Context: an optimization exercise on an open-source flow, tuned for small area, a short achievable clock period and few clock cycles per item. The choices shown serve that exercise and are no tape-out recipe. At most, simulation tests tie the RTL to the original design; equivalence was not proved. Function not checked in run 1: the RTL went through the layout flow alone. Power is estimated from default activity; no workload was simulated.

==> flow/design.v <==
module xarm_codec_a (
    input  wire        clk,
    input  wire        rst,
    input  wire        req_valid,
    output wire        req_ready,
    input  wire [7:0]  req_op,
    input  wire [7:0]  req_cmd,
    input  wire [7:0]  req_n,
    input  wire [7:0]  req_rxn,
    input  wire [15:0] req_dur,
    input  wire        in_valid,
    output wire        in_ready,
    input  wire [7:0]  in_data,
    output wire        out_valid,
    input  wire        out_ready,
    output wire [7:0]  out_data,
    output wire        out_last,
    output wire        resp_valid,
    input  wire        resp_ready,
    output wire [7:0]  resp_status,
    output wire [7:0]  resp_reason,
    output wire [15:0] resp_val
);
    localparam [7:0] SIG = 8'h55;
    localparam [2:0] C_ENC = 3'd0, C_SETPOS = 3'd1, C_GETPOS = 3'd2, C_STOP = 3'd3,
                     C_BATT = 3'd4, C_DEC = 3'd5, C_DECPOS = 3'd6, C_DECBATT = 3'd7;
    localparam [2:0] R_OK = 3'd0, R_NR = 3'd1, R_PM = 3'd2, R_BR1 = 3'd3,
                     R_BR2 = 3'd4, R_BR11 = 3'd5, R_BR12 = 3'd6, R_FF = 3'd7;
    localparam [2:0] M_IDLE = 3'd0, M_EWAIT = 3'd1, M_ERUN = 3'd2, M_DRAIN = 3'd3,
                     M_RESP = 3'd4, M_IDS = 3'd5, M_RX = 3'd6;
    localparam [1:0] O_IDLE = 2'd0, O_FRAME = 2'd1, O_POS = 2'd2;
    reg [2:0]  mst;
    reg [2:0]  opc;
    reg [7:0]  cmd;        
    reg [7:0]  n;
    reg [7:0]  rxn;
    reg [6:0]  pend;       
    reg [7:0]  j;          
    reg [4:0]  k;          
    reg [1:0]  tp;         
    reg [1:0]  rpt;        
    reg        sig_ok, cmd_ok, ids_ok;
    reg        lbad;       
    reg [2:0]  pre;        
    reg        rv_hold;    
    reg        resp_v;
    reg [2:0]  rcode;
    reg [1:0]  osm;
    reg [5:0]  ocnt;
    reg        os_cur;     
    reg        pos_todo;   
    reg [7:0]  lbuf [0:18];
    reg [7:0]  hbuf [0:18];
    reg        q_ok;
    reg [2:0]  q_opc;
    reg [2:0]  q_pre;
    reg        q_lbad;
    reg [6:0]  q_pend;
    reg [7:0]  q_cmd;
    wire [7:0] q_n3 = req_n + req_n + req_n;
    always @(*) begin
        q_ok   = 1'b1;
        q_opc  = C_ENC;
        q_pre  = R_OK;
        q_lbad = 1'b0;
        q_pend = 7'd4 + {1'b0, req_n[5:0]};
        q_cmd  = req_cmd;
        case (req_op)
            8'h01: begin
                if (req_n > 8'd60) q_pre = R_BR1;
            end
            8'h02: begin
                q_opc  = C_SETPOS;
                q_cmd  = 8'h03;
                q_pend = 7'd7 + q_n3[6:0];
                if (req_n == 8'd0 || req_n > 8'd19) q_pre = R_BR2;
            end
            8'h03: begin
                q_opc  = C_GETPOS;
                q_cmd  = 8'h15;
                q_pend = 7'd5 + {1'b0, req_n[5:0]};
                if (req_n == 8'd0 || req_n > 8'd19) q_pre = R_BR2;
            end
            8'h04: begin
                q_opc  = C_STOP;
                q_cmd  = 8'h14;
                q_pend = 7'd5 + {1'b0, req_n[5:0]};
                if (req_n == 8'd0 || req_n > 8'd59) q_pre = R_BR2;
            end
            8'h05: begin
                q_opc  = C_BATT;
                q_cmd  = 8'h0F;
                q_pend = 7'd4;
            end
            8'h08: begin
                q_opc  = C_DEC;
                q_lbad = ({1'b0, req_rxn} < 9'd4 + {1'b0, req_n});
                if (req_rxn > 8'd64)    q_pre = R_BR11;
                else if (req_n > 8'd60) q_pre = R_BR12;
                else if (req_rxn == 8'd0) q_pre = R_NR;
            end
            8'h09: begin
                q_opc  = C_DECPOS;
                q_cmd  = 8'h15;
                q_lbad = (req_rxn < 8'd5 + q_n3);
                if (req_rxn > 8'd64)                     q_pre = R_BR11;
                else if (req_n == 8'd0 || req_n > 8'd19) q_pre = R_BR2;
                else if (req_rxn == 8'd0)                q_pre = R_NR;
            end
            8'h0A: begin
                q_opc  = C_DECBATT;
                q_cmd  = 8'h0F;
                q_lbad = (req_rxn < 8'd6);
                if (req_rxn > 8'd64)      q_pre = R_BR11;
                else if (req_rxn == 8'd0) q_pre = R_NR;
            end
            default: begin
                q_ok  = 1'b0;
                q_pre = R_FF;
            end
        endcase
    end
    wire q_enc  = q_ok && !q_opc[2] || q_opc == C_BATT && q_ok;
    wire q_good = (q_pre == R_OK);
    wire is_dec     = (opc == C_DEC);
    wire is_decpos  = (opc == C_DECPOS);
    wire is_decbatt = (opc == C_DECBATT);
    wire is_decode  = opc[2] && (opc[1] || opc[0]);
    wire [7:0] j1    = j + 8'd1;
    wire [7:0] dtarg = (rpt == 2'd0 && is_decode) ? rxn : n;
    wire       rx_last = (j1 == rxn);
    wire dec_ok   = (pre == R_OK) && !lbad && sig_ok && cmd_ok;
    wire dec_win  = is_dec && dec_ok && (j >= 8'd4) && (j < n + 8'd4);
    wire k_lt_n   = ({3'b000, k} < n);
    wire trip     = is_decpos && (j >= 8'd5) && k_lt_n;
    wire k_last   = ({3'b000, k} == n - 8'd1);
    wire o_idle  = (osm == O_IDLE);
    wire o_frame = (osm == O_FRAME);
    wire o_pos   = (osm == O_POS);
    wire [2:0] hlen = (opc == C_SETPOS) ? 3'd7 :
                      (opc == C_GETPOS || opc == C_STOP) ? 3'd5 : 3'd4;
    wire fr_hdr = os_cur && (ocnt < {3'b000, hlen});
    wire fr_pay = os_cur && !fr_hdr && ({1'b0, ocnt} < pend);
    wire o63    = (ocnt == 6'd63);
    reg [7:0] hdr_byte;
    always @(*) begin
        case (ocnt[2:0])
            3'd0, 3'd1: hdr_byte = SIG;
            3'd2:       hdr_byte = {1'b0, pend} - 8'd2;
            3'd3:       hdr_byte = cmd;
            3'd4:       hdr_byte = n;
            3'd5:       hdr_byte = lbuf[17];
            default:    hdr_byte = lbuf[18];
        endcase
    end
    wire [4:0] ridx = o_pos ? ocnt[5:1] : k;
    wire [7:0] lrd  = lbuf[ridx];
    wire [7:0] hrd  = hbuf[ocnt[5:1]];
    wire       pos_lastb = ocnt[0] && ({3'b000, ocnt[5:1]} == n - 8'd1);
    assign req_ready = (mst == M_IDLE);
    wire frame_gate = !o63 || !resp_v;    
    assign out_valid = o_frame ? ((fr_pay ? in_valid : 1'b1) && frame_gate) :
                       o_pos   ? 1'b1 :
                       (mst == M_RX) && dec_win && in_valid;
    assign out_data  = o_frame ? (fr_hdr ? hdr_byte : fr_pay ? in_data : 8'h00) :
                       o_pos   ? (ocnt[0] ? hrd : lrd) :
                       in_data;
    assign out_last  = o_frame ? o63 :
                       o_pos   ? pos_lastb :
                       (j == n + 8'd3);
    reg in_rdy;
    always @(*) begin
        case (mst)
            M_ERUN:  in_rdy = fr_pay && out_ready && frame_gate;
            M_DRAIN: in_rdy = (j != dtarg);
            M_IDS:   in_rdy = 1'b1;
            M_RX:    in_rdy = !(resp_v && rv_hold) && (!dec_win || (o_idle && out_ready));
            default: in_rdy = 1'b0;
        endcase
    end
    assign in_ready = in_rdy;
    wire in_fire  = in_valid && in_rdy;
    wire out_fire = out_valid && out_ready;
    wire req_fire = req_valid && (mst == M_IDLE);
    wire fend_fire = o_frame && o63 && out_fire;
    wire pend_fire = o_pos && pos_lastb && out_ready;
    wire sig_nx = sig_ok && !(in_fire && (mst == M_RX) && (j < 8'd2) && (in_data != SIG));
    wire cmd_nx = cmd_ok && !(in_fire && (mst == M_RX) && (j == 8'd3) && (in_data != cmd));
    function [2:0] outcome(input s_ok, input c_ok);
        if (pre != R_OK)                                   outcome = pre;
        else if (lbad || !s_ok || !c_ok || (is_decpos && !ids_ok)) outcome = R_PM;
        else                                               outcome = R_OK;
    endfunction
    wire slot_free = !resp_v || resp_ready;
    wire can_post  = slot_free && !pos_todo && (o_idle || pend_fire);
    wire pos_trig  = (mst == M_RX) && in_fire && trip && (tp == 2'd2) && k_last && dec_ok && ids_ok;
    wire acc_enc   = req_fire && q_enc && q_good;
    wire o_free    = o_idle || fend_fire;
    wire frame_start = ((mst == M_EWAIT) || acc_enc) && o_free;
    wire pos_start   = (pos_todo || pos_trig) && o_free;
    wire enc_done  = (mst == M_ERUN) && (({1'b0, ocnt} >= pend) || fend_fire);
    wire rx_end    = (mst == M_RX) && in_fire && rx_last;
    wire post_main = ((mst == M_RESP) || (rx_end && !pos_trig)) && can_post;
    always @(posedge clk) begin
        if (rst) begin
            mst <= M_IDLE;
        end else begin
            case (mst)
                M_IDLE: if (req_valid) begin
                    opc    <= q_opc;
                    cmd    <= q_cmd;
                    n      <= req_n;
                    rxn    <= req_rxn;
                    lbuf[17] <= req_dur[7:0];
                    lbuf[18] <= req_dur[15:8];
                    pend   <= q_pend;
                    pre    <= q_pre;
                    lbad   <= q_lbad;
                    j      <= 8'd0;
                    k      <= 5'd0;
                    tp     <= 2'd0;
                    sig_ok <= 1'b1;
                    cmd_ok <= 1'b1;
                    ids_ok <= 1'b1;
                    rpt    <= (req_op == 8'h02) ? 2'd2 : (req_op == 8'h09) ? 2'd1 : 2'd0;
                    if (!q_ok)
                        mst <= M_RESP;
                    else if (q_enc)
                        mst <= !q_good ? M_DRAIN : o_free ? M_ERUN : M_EWAIT;
                    else if (q_pre == R_BR11 || q_pre == R_BR12 || q_pre == R_BR2)
                        mst <= M_DRAIN;
                    else if (q_opc == C_DECPOS)
                        mst <= M_IDS;
                    else if (q_pre == R_NR)
                        mst <= M_RESP;
                    else
                        mst <= M_RX;
                end
                M_EWAIT: if (o_free) mst <= M_ERUN;
                M_ERUN: if (enc_done) mst <= M_IDLE;
                M_DRAIN: begin
                    if (j == dtarg) begin
                        j <= 8'd0;
                        if (rpt == 2'd0) mst <= M_RESP;
                        else             rpt <= rpt - 2'd1;
                    end else if (in_fire) begin
                        j <= j1;
                    end
                end
                M_IDS: if (in_fire) begin
                    lbuf[k] <= in_data;
                    k       <= k + 5'd1;
                    if (k_last) begin
                        k   <= 5'd0;
                        mst <= (pre == R_NR) ? M_RESP : M_RX;
                    end
                end
                M_RX: if (in_fire) begin
                    j      <= j1;
                    sig_ok <= sig_nx;
                    cmd_ok <= cmd_nx;
                    if (is_decbatt && j == 8'd4) hbuf[0] <= in_data;
                    if (is_decbatt && j == 8'd5) hbuf[1] <= in_data;
                    if (trip) begin
                        case (tp)
                            2'd0: begin
                                if (in_data != lrd) ids_ok <= 1'b0;
                                tp <= 2'd1;
                            end
                            2'd1: begin
                                lbuf[k] <= in_data;
                                tp <= 2'd2;
                            end
                            default: begin
                                hbuf[k] <= in_data;
                                tp <= 2'd0;
                                k  <= k + 5'd1;
                            end
                        endcase
                    end
                    if (rx_last)
                        mst <= post_main ? M_IDLE : M_RESP;
                end
                M_RESP: if (post_main) mst <= M_IDLE;
                default: mst <= M_IDLE;
            endcase
        end
    end
    always @(posedge clk) begin
        if (rst) begin
            osm      <= O_IDLE;
            os_cur   <= 1'b0;
            pos_todo <= 1'b0;
        end else begin
            if (frame_start) begin
                osm    <= O_FRAME;
                ocnt   <= 6'd0;
                os_cur <= 1'b1;
            end else if (pos_start) begin
                osm    <= O_POS;
                ocnt   <= 6'd0;
            end else if (fend_fire || pend_fire) begin
                osm    <= O_IDLE;
            end else if (out_fire && !o_idle) begin
                ocnt   <= ocnt + 6'd1;
            end
            if (enc_done)
                os_cur <= 1'b0;
            if (pos_start)
                pos_todo <= 1'b0;
            else if (pos_trig)
                pos_todo <= 1'b1;
        end
    end
    always @(posedge clk) begin
        if (rst) begin
            resp_v <= 1'b0;
        end else if (fend_fire) begin
            resp_v  <= 1'b1;
            rv_hold <= 1'b0;
            rcode   <= R_OK;
        end else if (post_main) begin
            resp_v  <= 1'b1;
            rv_hold <= is_decbatt;
            rcode   <= (mst == M_RX) ? outcome(sig_nx, cmd_nx) : outcome(sig_ok, cmd_ok);
        end else if (resp_ready) begin
            resp_v  <= 1'b0;
        end
    end
    assign resp_valid  = resp_v;
    assign resp_status = (rcode == R_OK) ? 8'h00 :
                         (rcode == R_NR) ? 8'h03 :
                         (rcode == R_PM) ? 8'h04 :
                         (rcode == R_FF) ? 8'hFF : 8'h10;
    assign resp_reason = (rcode == R_BR1)  ? 8'd1 :
                         (rcode == R_BR2)  ? 8'd2 :
                         (rcode == R_BR11) ? 8'd11 :
                         (rcode == R_BR12) ? 8'd12 : 8'd0;
    assign resp_val    = {hbuf[1], hbuf[0]};
endmodule
==> flow/run.sh <==
#!/bin/bash
# synth_recipe.tcl (not shown) runs the flow's synth.tcl, then flattens the netlist and writes it again
# the make line also repeats each setting of config.mk as NAME=value (left out here)
make -C /OpenROAD-flow-scripts/flow DESIGN_CONFIG=/design/flow/config.mk WORK_HOME=/design/flow/orfs CLKGATE_MAP_FILE= SYNTH_SCRIPT=/design/flow/synth_recipe.tcl finish
==> flow/config.mk <==
export PLATFORM = sky130hd
export DESIGN_NAME = xarm_codec_a
export DESIGN_NICKNAME = xarm_codec_a
export VERILOG_FILES = /design/flow/design.v
export SDC_FILE = /design/flow/constraint.sdc
export NUM_CORES = 4
export LEC_CHECK = 0
export CAP_MARGIN = 20
export CORE_MARGIN = 2
export CORE_UTILIZATION = 40
export SETUP_SLACK_MARGIN = 2.5
export SLEW_MARGIN = 20
==> flow/constraint.sdc <==
create_clock -name core_clock -period 6.5 [get_ports {clk}]
set_input_delay 1.3000 -clock core_clock [delete_from_list [all_inputs] [get_ports {clk}]]
set_output_delay 1.3000 -clock core_clock [all_outputs]
set_load 0.01 [all_outputs]
==> results_dict.tcl, run 1 <==
set metrics [dict create \
    wl_per_cell_um 25.3 \
    tightest_slew_ps 982 \
    syn_to_final_growth_pct 24.3 \
    gp_congestion 0.945 \
    rrSetupSlack_ps 2480 \
    cts_root_buffer "clkbuf_16" \
    yosys-top-cells-area "edfxtp_1, mux4_2, ha_1, mux2i_1, xnor2_1" \
    postLayoutSetupSlackWorst_ps 1860 \
    intPower_mw 4.37 \
    drv_slew 0 \
    min_from "os_cur" \
    die_height_um 234 \
    drt_iter0_drc 1687 \
    seqPwrFrac_pct 48.6 \
    fin_crit_sh_pct 71.4 \
    fmax_mhz 216 \
    port_buffers 102 \
    p_leak_nw 9.18 \
    grt_max_degree 39 \
    end_kind "primary output" \
    synth.top_cell.area_share_pct 53.8 \
    slowest_stage "edfxtp_1" \
    vias 15700 \
    critPathLaunchType "register" \
    avgSynthCellArea_um2 12.4 \
    wl_um 66400 \
    cts_tree "done" \
    drive_above_1_share_pct 25.0 \
    grt-ovfl-total 0 \
    final.fill_count 4511 \
    layout.cells.most_common_list "edfxtp_1, buf_4, nand2_1, a21oi_1, clkdlybuf4s50_1" \
    setup_viol 0 \
    htree_levels 2 \
    cts_sinks 393 \
    grt_pass1_wl_um 98100 \
    dp_worst_setup_slack_ps 1190 \
    core-area_um2 52600 \
    peakVddDrop_mv 0.171 \
    ys_types 96 \
    rsz0062_at_grt "yes" \
    nets 2040 \
    clk_pin_slew_ps 60 \
    p_sw_share_pct 25.2 \
    die_area_um2 54900 \
    dpl.hpwl_um 45700 \
    powerDensity_nw_per_um2 222 \
    cpPeakStageDelay_ps 480 \
    ys_seq_elements 393 \
    path_buf_inv 3 \
    setup_tns_ps 0 \
    synthFlopType "edfxtp_1" \
    r2r_start "n[3]" \
    hold_viol 0 \
    r2r_end "lbuf[8][3]" \
    start_util_pct 40.4 \
    status "complete, no violations" \
    yosys.area.top_type "edfxtp_1" \
    grt_pass1_vias 15300 \
    path_class "register to primary output" \
    clkPwrFrac_pct 40.4 \
    dp_cells 2440 \
    syn_area_um2 21200 \
    numCtsBuffers 44 \
    holdPathEnd "os_cur" \
    clk_path_buf_depth 3 \
    p_comb_share_pct 11.0 \
    die_w_um 234 \
    switchingPower_mw 1.47 \
    n_antenna_cell 0 \
    critPathRequiredTime_ps 5200 \
    crit_path_cell_trace "clkinvlp_4, nor3_4, nand3_2, xor2_1, ha_2, nor4bb_1, o2111a_2, buf_6, nand4_1, a32oi_4, buf_2" \
    relSlewSlack_pct 34.1 \
    clk_latency_ps 590 \
    drc 0 \
    synthArstFlopShare_pct 0 \
    synth_seq_area_share_pct 55.0 \
    reg2reg_depth 14 \
    post-route-min-period_ps 4640 \
    worstPathMaxFanout 4 \
    antenna_found_initial 1 \
    grtUsageTotal_pct 24.0 \
    fin_skew_ps 23.7 \
    pin_count 107 \
    ant_nets 0 \
    min_path_cells 2 \
    yosys_warnings 1 \
    vias_per_cell 5.99 \
    first_pass_iters 6 \
    num_rows 84 \
    fin_cells 2627 \
    drv_cap 0 \
    syn_inst 1710 \
    min_path_type "register to register" \
    crit_family "simple AND/OR/NAND/NOR gates" \
    layout_commonest_cell "edfxtp_1" \
    cp.arrival_ps 3340 \
    synth-edff-count 380 \
    cts_hold_buf 0 \
]
-- per-layer routing --
layer | vias up | global-route usage, % | part of all wire, %
li1 | 6997 | - | -
met1 | 7921 | 33.7 | 43
met2 | 684 | 38.6 | 47
met3 | 132 | 3.73 | 7.6
met4 | 2 | 7.11 | 3.1
met5 | - | 0 | 0.026
-- synth_stat cells, types with 17 or more instances --
cell        n
mux4_2     54
o21ai_0    63
nor2b_1    17
mux2i_1    58
xnor2_1    59
edfxtp_1  380
a221oi_1   23
nand2_1    97
a211oi_1   35
o22ai_1    18
ha_1       70
inv_1      75
nand3_1    41
mux2_2     32
nor4_1     17
a21o_1     22
nor3_1     42
nor2_1    108
xor2_1     31
a21oi_1    96
buf_1      17
clkbuf_1   56
nand2b_1   20
-- cells by family (layout without fill, tap and decap cells) --
| family | Yosys count | count (layout) | share of synthesized area [%] |
|---|---|---|---|
| AO/OA/AOI/OAI | 390 | 390 | 12.6 |
| XOR/XNOR | 90 | 90 | 3.72 |
| adder cells (fa/ha/maj) | 71 | 71 | 4.22 |
| buffers and inverters | 189 | 415 | 3.97 |
| flip-flops | 393 | 393 | 55.0 |
| multiplexers | 147 | 147 | 10.3 |
| other | 1 | 4 | 0.0177 |
| AND/OR/NAND/NOR | 429 | 429 | 10.1 |
-- state kept, by name, indices dropped and copies added, names as in the netlist, 2 cells and up, named ones only --
register	flops
hbuf	160
lbuf	152
cmd	8
j	8
n	8
rxn	8
pend	7
ocnt	6
k	5
mst	3
opc	3
pre	3
rcode	3
osm	2
rpt	2
tp	2
-- what timing repair did --
action                                  4_1_cts  5_1_grt
setup buffers                                71       35
cloned                                        2        0
gates resized for setup                     247       64
pin swaps                                    44       48
endpoints found under the setup margin      507      289
-- stage by stage --
| stage | hold slack [ps] | utilization [%] | total power, mW | area, um2 |
|---|---|---|---|---|
| 4_1_cts | 549 | 49.0 | 5.85 | 25700 |
| 5_1_grt | 608 | 50.2 | 6.03 | 26400 |
| 2_1_floorplan | 480 | - | 3.22 | 21200 |
| 3_3_place_gp | 521 | 43.7 | 3.44 | 23000 |
| 3_5_place_dp | 514 | 43.7 | 3.45 | 23000 |
| 6_report | 551 | 50.2 | 5.84 | 26400 |
-- worst reg2reg max path, cell delays in order (launching register included) --
cell	delay, ps
edfxtp_1	480
clkinvlp_4	190
nor3_4	250
nand3_2	120
xor2_1	190
ha_2	360
and4_1	230
o21ai_2	120
a21oi_4	180
buf_4	170
o211ai_1	160
a21o_4	260
buf_4	190
buf_4	160
nor4_4	590
-- final cells by class --
type | count | area (um2) | area share, %
tap | 688 | 861 | 3.27
clock inverter | 25 | 206 | 0.783
sequential | 393 | 11700 | 44.3
inverter | 81 | 318 | 1.21
clock buffer | 53 | 1130 | 4.31
multi-input combinational | 1131 | 9720 | 36.9
timing repair buffer | 256 | 2430 | 9.23
-- power groups by stage --
stage	Combinational, mW	Sequential, mW	Clock, mW
6_report	0.640	2.84	2.36
5_1_grt	0.687	2.84	2.50
4_1_cts	0.608	2.84	2.40
3_5_place_dp	0.541	2.91	0
3_3_place_gp	0.538	2.91	0
2_1_floorplan	0.345	2.87	0
-- worst max-delay path by stage --
stage           start     endpoint  slack (ps)  depth (start not counted)
5_1_grt          n[3]    out_valid        1770                         11
4_1_cts        osm[1]  out_data[0]        1860                         13
3_5_place_dp   osm[1]  out_data[1]        1190                         11
6_report         n[3]    out_valid        1860                         11
2_1_floorplan    n[2]   lbuf[0][0]        2580                         13
3_3_place_gp   osm[1]  out_data[3]        1210                         13
==> run 2, diff against run 1 <==
--- a/flow/design.v
+++ b/flow/design.v
@@ -35,4 +35,5 @@
     reg [7:0]  n;
     reg [7:0]  rxn;
+    reg [15:0] dur;
     reg [6:0]  pend;       
     reg [7:0]  j;          
@@ -43,5 +44,5 @@
     reg        lbad;       
     reg [2:0]  pre;        
-    reg        rv_hold;    
+    reg [15:0] val;
     reg        resp_v;
     reg [2:0]  rcode;
@@ -150,6 +151,6 @@
             3'd3:       hdr_byte = cmd;
             3'd4:       hdr_byte = n;
-            3'd5:       hdr_byte = lbuf[17];
-            default:    hdr_byte = lbuf[18];
+            3'd5:       hdr_byte = dur[7:0];
+            default:    hdr_byte = dur[15:8];
         endcase
     end
@@ -175,5 +176,6 @@
             M_DRAIN: in_rdy = (j != dtarg);
             M_IDS:   in_rdy = 1'b1;
-            M_RX:    in_rdy = !(resp_v && rv_hold) && (!dec_win || (o_idle && out_ready));
+            M_RX:    in_rdy = dec_win ? (o_idle && out_ready) :
+                              (is_decbatt && (j == 8'd4 || j == 8'd5)) ? !resp_v : 1'b1;
             default: in_rdy = 1'b0;
         endcase
@@ -212,6 +214,5 @@
                     n      <= req_n;
                     rxn    <= req_rxn;
-                    lbuf[17] <= req_dur[7:0];
-                    lbuf[18] <= req_dur[15:8];
+                    dur    <= req_dur;
                     pend   <= q_pend;
                     pre    <= q_pre;
@@ -260,6 +261,6 @@
                     sig_ok <= sig_nx;
                     cmd_ok <= cmd_nx;
-                    if (is_decbatt && j == 8'd4) hbuf[0] <= in_data;
-                    if (is_decbatt && j == 8'd5) hbuf[1] <= in_data;
+                    if (is_decbatt && j == 8'd4) val[7:0]  <= in_data;
+                    if (is_decbatt && j == 8'd5) val[15:8] <= in_data;
                     if (trip) begin
                         case (tp)
@@ -317,13 +318,11 @@
             resp_v <= 1'b0;
         end else if (fend_fire) begin
-            resp_v  <= 1'b1;
-            rv_hold <= 1'b0;
-            rcode   <= R_OK;
+            resp_v <= 1'b1;
+            rcode  <= R_OK;
         end else if (post_main) begin
-            resp_v  <= 1'b1;
-            rv_hold <= is_decbatt;
-            rcode   <= (mst == M_RX) ? outcome(sig_nx, cmd_nx) : outcome(sig_ok, cmd_ok);
+            resp_v <= 1'b1;
+            rcode  <= (mst == M_RX) ? outcome(sig_nx, cmd_nx) : outcome(sig_ok, cmd_ok);
         end else if (resp_ready) begin
-            resp_v  <= 1'b0;
+            resp_v <= 1'b0;
         end
     end
@@ -337,4 +336,4 @@
                          (rcode == R_BR11) ? 8'd11 :
                          (rcode == R_BR12) ? 8'd12 : 8'd0;
-    assign resp_val    = {hbuf[1], hbuf[0]};
+    assign resp_val    = val;
 endmodule
--- a/flow/config.mk
+++ b/flow/config.mk
@@ -9,4 +9,3 @@
 export CORE_MARGIN = 2
 export CORE_UTILIZATION = 40
-export SETUP_SLACK_MARGIN = 2.5
 export SLEW_MARGIN = 20
==> run 2 against run 1 <==
  * First-iteration DRC count up 5.5%
  * Sequential power rose by 7.7%
  * Sequential cell count increased by 23
  * Global-route usage down 1.6 points
  * Die area up 3.9%
  * Register-to-register slack worse by 850 ps
  * Synthesized area is 4.0% higher
  * Final cell count rose by 0.57%
  * Non-clock buffer count is 121 lower
  * Critical path depth increased by 1
  * Final area is 4.6% lower
==> results_dict.tcl, run 2 <==
set metrics [dict create \
    clk_pin_slew_ps 70 \
    worstPathMaxFanout 20 \
    path_class "register to primary output" \
    fin_crit_sh_pct 95.5 \
    cts_hold_buf 0 \
    start_util_pct 40.3 \
    status "complete, no violations" \
    synth_seq_area_share_pct 56.0 \
    layout_commonest_cell "edfxtp_1" \
    switchingPower_mw 1.59 \
    cts_tree "done" \
    vias_per_cell 5.98 \
    grt_max_degree 47 \
    clk_latency_ps 610 \
    synthFlopType "edfxtp_1" \
    antenna_found_initial 2 \
    grt_pass1_wl_um 96000 \
    min_from "os_cur" \
    cts_resized 0 \
    setup_tns_ps 0 \
    r2r_end "hbuf[12][6]" \
    cpPeakStageDelay_ps 780 \
    critPathRequiredTime_ps 5200 \
    wl_um 64100 \
    pin_count 107 \
    peakVddDrop_mv 0.237 \
    tightest_slew_ps 1050 \
    vias 15800 \
    min_path_type "register to register" \
    drc 0 \
    seqPwrFrac_pct 48.8 \
    crit_family "buffers and inverters" \
    cp.arrival_ps 4910 \
    die_w_um 239 \
    yosys.area.top_type "edfxtp_1" \
    ys_seq_elements 416 \
    n_antenna_cell 0 \
    layout.cells.most_common_list "edfxtp_1, nor2_1, nand2_1, clkdlybuf4s50_1" \
    cts_root_buffer "clkbuf_16" \
    yosysMostFrequentCell "edfxtp_1" \
    grtUsageTotal_pct 22.4 \
    postCtsSetupRepairBufs 0 \
    avgSynthCellArea_um2 12.0 \
    die_height_um 239 \
    p_sw_share_pct 25.4 \
    first_pass_iters 6 \
    num_rows 86 \
    p_leak_nw 8.63 \
    final.fill_count 4909 \
    drv_slew 0 \
    min_path_cells 2 \
    fin_area_um2 25200 \
    setup_viol 0 \
    syn_inst 1833 \
    reg_top3 "hbuf (152), lbuf (152)" \
    rsz0062_at_grt "no" \
    hold_viol 0 \
    fmax_mhz 161 \
    end_kind "primary output" \
    place_area_um2 23700 \
    die_area_um2 57100 \
    path_buf_inv 4 \
    drive_above_1_share_pct 9.44 \
    synth_top_cells_by_count "edfxtp_1, nor2_1, nand2_1, a21oi_1, mux2i_1" \
    intPower_mw 4.68 \
    p_comb_share_pct 11.0 \
    r2r_start "opc[2]" \
    yosys-top-cells-area "edfxtp_1, mux4_2, mux2i_1, ha_1, nor2_1" \
    synth.top_cell.area_share_pct 54.9 \
    htree_levels 2 \
    ant_nets 0 \
    cp_common_cell "buf_4" \
    syn_to_final_growth_pct 14.0 \
    whs_ps 570 \
    syn_area_um2 22100 \
    clkPwrFrac_pct 40.1 \
    fin_skew_ps 48.8 \
    nets 2035 \
    post-route-min-period_ps 6210 \
    ys_types 88 \
    crit_path_cell_trace "buf_4, and3b_1, buf_4, a21o_2, buf_4, mux2i_1, o22ai_1, nor4_1, o21ai_0, o21ai_0, a21oi_1, clkdlybuf4s50_1" \
    numCtsBuffers 44 \
    powerDensity_nw_per_um2 249 \
    relSlewSlack_pct 29.9 \
    reg2reg_depth 9 \
    drt_iter0_drc 1780 \
    grt-ovfl-total 0 \
    critPathLaunchType "register" \
    port_buffers 102 \
    slowest_stage "nor4_1" \
    grt_pass1_vias 15100 \
    synth-edff-count 403 \
    rrSetupSlack_ps 1630 \
    holdPathEnd "os_cur" \
    clk_path_buf_depth 3 \
    dpl.hpwl_um 44400 \
    yosys_warnings 1 \
    wl_per_cell_um 24.3 \
    cts_sinks 416 \
    synthArstFlopShare_pct 0 \
    core-area_um2 54800 \
    total_power_mw 6.27 \
    gp_congestion 0.932 \
    drv_cap 0 \
]
[run 2: cell types whose count changed after synthesis, moves of 18 or more]
cell	delta
mux2_2	-28
a221oi_1	-20
mux2i_1	+31
nand2_1	+43
nor2_1	+56
edfxtp_1	+23
o211ai_1	+18
[run 2: worst max-delay path by stage]
stage	from	end	slack (ps)	depth (start not counted)
final	osm[1]	out_data[0]	290	12
after global routing	osm[1]	out_data[0]	70	12
after CTS	osm[1]	out_data[0]	380	12
after floorplan	n[4]	cmd[0]	1150	15
after detailed placement	osm[1]	out_data[0]	1040	12
after global placement	req_n[2]	ocnt[2]	1100	11
[run 2: metrics by stage]
| step | setup WS (ps) | instances | utilization, % |
|---|---|---|---|
| 6_report | 289 | 2642 | 45.9 |
| 4_1_cts | 383 | 2642 | 45.9 |
| 5_1_grt | 71.8 | 2642 | 45.9 |
| 2_1_floorplan | 1150 | 1836 | - |
| 3_3_place_gp | 1100 | 2560 | 43.3 |
| 3_5_place_dp | 1040 | 2560 | 43.3 |
[run 2: power groups by stage]
stage / combinational (mW) / clock (mW) / sequential [mW]
global route: 0.755 / 2.67 / 3.07
detailed placement: 0.678 / 0 / 3.12
global placement: 0.669 / 0 / 3.11
CTS: 0.681 / 2.56 / 3.06
floorplan: 0.446 / 0 / 3.07
finish: 0.690 / 2.52 / 3.06
[run 2: layout make-up]
| type | instances | area [um2] | share of cell area (%) |
|---|---|---|---|
| clock buffers | 48 | 1120 | 4.44 |
| clock inverters | 34 | 338 | 1.34 |
| inverters | 76 | 285 | 1.13 |
| multi-input cells | 1229 | 8930 | 35.5 |
| flip-flops and latches | 416 | 12400 | 49.2 |
| well taps | 704 | 881 | 3.50 |
| repair buffers | 135 | 1240 | 4.93 |
[run 2: kinds of logic (layout without fill, tap and decap cells)]
group	count (synthesis)	count (layout)	share of synthesized area, %
flops	416	416	56.0
xor+xnor	91	91	3.61
simple gates	535	535	11.9
buf+inv	191	293	3.64
mux	136	136	8.63
compound gates	392	392	12.1
fa+ha+maj	71	71	4.06
other cells	1	4	0.0170
[run 2: metal layers]
metal,vias to the layer above,GRT usage (%),routed length [um]
met4,0,7.52,1980
met5,-,0,0
met2,800,33.0,27800
met3,123,4.53,5570
li1,7104,-,-
met1,7779,33.0,28800
[run 2: worst register-to-register path, cell delays in order (launching register included)]
cell and delay (ps):
edfxtp_1 540, or3b_2 530, ha_1 280, o311ai_0 150
a21oi_1 430, a31oi_1 290, a21o_1 320, nor3_1 740
nand2_1 450, nor2_1 760
Testbench counts of run 2, summed over its fixed seeds: cycles 159,669, items 3,200.

static timing again, ports no longer ideal:
How much do the figures lean on ideal ports? The routed layouts below were timed once more, with nothing changed but the port constraints.
Step 1 (the two cells are an assumption about what drives the block):
set clk [get_ports {clk}]
set_driving_cell -lib_cell sky130_fd_sc_hd__clkbuf_16 $clk
set_driving_cell -lib_cell sky130_fd_sc_hd__buf_2 [delete_from_list [all_inputs] $clk]
Step 2, shift: input delay + t, output delay - t, t = (earliest + latest rising clock arrival at the registers) / 2. This alone moves slack from input paths to output paths.
Three values: ideal, step 1, step 2; two values: the first two.
run	t (ns)	setup slack, ns	hold WS [ns]	worst data-port slew with drivers (ns)
run 1	0.635	1.862 / 1.803 / 1.935	0.551 / 0.551 / 0.551	0.04
run 2	0.641	0.289 / 0.231 / 0.872	0.570 / 0.570 / 0.570	0.09
After both steps setup and hold are still met in every run listed.
